Context: an optimization exercise on an open-source flow, tuned for small area, a short achievable clock period and few clock cycles. The choices shown serve that exercise and are no tape-out recipe. Where RTL was checked, it was by simulation tests only, not by an equivalence proof against the original. Power is estimated from default activity; no workload was simulated.

Setup of build 70:
Design rx_framer, start of the top module:
module rx_framer #(
    parameter CAP         = 128,         
    parameter IDX_W       = 7,           
    parameter MAX_PAYLOAD = 48,          
    parameter STG_AW      = 6            
) (
    input  wire             clk,
    input  wire             rst,           
    input  wire             init,          
    input  wire             rx_valid,      
    input  wire [7:0]       rx_data,
    input  wire             cfg_valid,     
    input  wire [7:0]       cfg_max_type,
    input  wire [1:0]       cfg_sel,       
    output wire [7:0]       val_type,      
    output wire [7:0]       val_len,
    input  wire             val_ok,
    output wire             disp_valid,    
    input  wire             disp_ready,
    output wire [1:0]       disp_tag,
    output wire [7:0]       disp_type,
    output wire [7:0]       disp_len,
    input  wire [STG_AW-1:0] stg_raddr,    
    output wire [7:0]       stg_rdata,
    output wire [IDX_W-1:0] rx_count,      
    output wire [15:0]      overflow_count,
    output wire             rx_fault,
    output wire             configured
);
Size in the first run: about 1600 flip-flops, roughly 99 I/O pins, ~62000 um2 of cells after synthesis.
clock: 8.5 ns
lec_check: 0
cap_margin: 20
core_margin: 2
core_utilization: 40
cts_buf_list: sky130_fd_sc_hd__clkbuf_4 sky130_fd_sc_hd__clkbuf_8
cts_cluster_size: 20
setup_slack_margin: 3.6
slew_margin: 20
run.sh (not shown) runs the stock make flow with config.mk's settings and CLKGATE_MAP_FILE= SYNTH_SCRIPT=/design/flow/synth_recipe.tcl, a recipe that flattens the netlist after the stock synthesis.
The final layout from build 70, which completed every stage, passed the timing, design-rule and antenna checks at the end of the flow.
Inputs modified between build 70 and build 58:
Settings: CTS_CLUSTER_SIZE removed (was 20); CTS_BUF_LIST removed (was sky130_fd_sc_hd__clkbuf_4 sky130_fd_sc_hd__clkbuf_8).
--- outcome ---
- [compare] base=build 70 new=build 58: met2 track demand over resource in global routing lower, first-pass GRT wire length shrank by 3.4 mm, final cell count -3.1%, non-clock inverter total of the final layout closely matched the old numbers, critical path depth went down.
For build 65, these inputs were changed with respect to build 58:
Settings: SETUP_SLACK_MARGIN now 3.0, was 3.6.
### Flow results
Build 65 ends up with a number of global-route vias before repair that is about 0.7% lower than in build 58. For build 58, the endpoint of the worst setup timing path was stg_rdata[6], unlike build 65, where it was stg_rdata[0]. Build 65 ended with every stage complete and zero timing, DRC or antenna violations. Summary of build 65 over build 58: clock insertion delay at the later pin of the skew report neither gained nor lost much; worst slack on hold paths lost 0.0035 ns; cell leakage power lost 0.45%. Max wire length on met1 across build 58 and build 65: build 58. Wire length shrinks slightly when moving from build 58 to build 65. The setup slack of build 65 is smaller than that of build 58. In the flow results for build 58 and build 65, the wire length of the first global-routing pass is smaller on build 65.
Function was not checked in any run of this note: the RTL went through the layout flow alone.

---

Setup of old:
Another version of the RTL of rx_framer (not shown whole).
Size: roughly 3,600 cells after synthesis, ~99 I/O pins, about 63,000 sq um of cells after synthesis.
export LEC_CHECK = 0
export CAP_MARGIN = 20
export CORE_MARGIN = 2
export CORE_UTILIZATION = 40
export SETUP_SLACK_MARGIN = 3.9
export SLEW_MARGIN = 20
export SYNTH_HIERARCHICAL = 1
export SYNTH_MINIMUM_KEEP_SIZE = 0
create_clock -name core_clock -period 8.5 [get_ports {clk}]
old reached the final stage; the timing, design-rule and antenna checks on its layout passed.
Testbench counts of old, summed over its fixed seeds: cycles 14,735.
Edits applied to the flow inputs when going from old to new:
diff --git a/flow/config.mk b/flow/config.mk
--- a/flow/config.mk
+++ b/flow/config.mk
@@ -9,5 +9,5 @@
 export CORE_MARGIN = 2
 export CORE_UTILIZATION = 40
-export SETUP_SLACK_MARGIN = 3.9
+export SETUP_SLACK_MARGIN = 4.3
 export SLEW_MARGIN = 20
 export SYNTH_HIERARCHICAL = 1
Findings:
- Every run (old and new) finished clean.
- Diff old -> new | total number of vias | decrease of about 0.8%
- A slowest cell on the critical path of sky130_fd_sc_hd__a221oi_1 is what old shows, while sky130_fd_sc_hd__a221oi_2 belongs to new.
- From old to new the numbers moved as follows: final period utilization moved up; maximum number of pins on one net before global-route repair fell about 30%; overall track demand over capacity in global routing decreased by 0.24 points relative to the old numbers.
- There was hardly any difference in register clock-pin slew on the reported worst setup and hold paths between new and old.
- new vs old — total power consumption of the routed design dropped by a few percent
- The met3 capacity usage during global routing in new was lower than what old gave.
- A last element of the critical path of stg_rdata[2] is what new shows, while stg_rdata[1] belongs to old.
- Max critical path's largest stage delay across old and new: old
- Of old and new, old shows the lower number of global-route vias before repair, with new above it.
- Re internal power contribution: old and new aren't equal, and the higher value belongs to old.

-- afterwards: timing with drivers on the ports --
Ports are ideal in the flow. The routed layouts listed here were re-timed in OpenROAD.
Step 1 (the two cells are an assumption about what drives the block):
set clk [get_ports {clk}]
set_driving_cell -lib_cell sky130_fd_sc_hd__clkbuf_16 $clk
set_driving_cell -lib_cell sky130_fd_sc_hd__buf_2 [delete_from_list [all_inputs] $clk]
Step 2 moves the port delays by t, midway between the first and last clock arrival at a register: inputs arrive t later, outputs are due t later. That takes back most of the time a late clock gives input paths.
a / b / c = ideal / step 1 / step 2; a / b = the first two.
run | t (ns) | setup WS [ns] | worst setup path after step 2 | latest minus earliest clock arrival (ns)
build 70 | 1.008 | 3.045 / 2.980 / 2.911 | input to register | 0.120 / 0.120
build 58 | 0.843 | 3.029 / 2.965 / 2.942 | input to register | 0.083 / 0.083
build 65 | 0.850 | 2.998 / 2.949 / 2.764 | input to register | 0.095 / 0.094
old | 0.859 | 3.429 / 3.365 / 3.155 | input to register | 0.063 / 0.064
new | 0.839 | 3.387 / 3.323 / 3.323 | input to output | 0.087 / 0.087
After both steps every run listed still meets setup and hold. For old, which loses most, drivers alone change the setup slack by -0.064 ns; drivers and shift together by -0.274 ns.
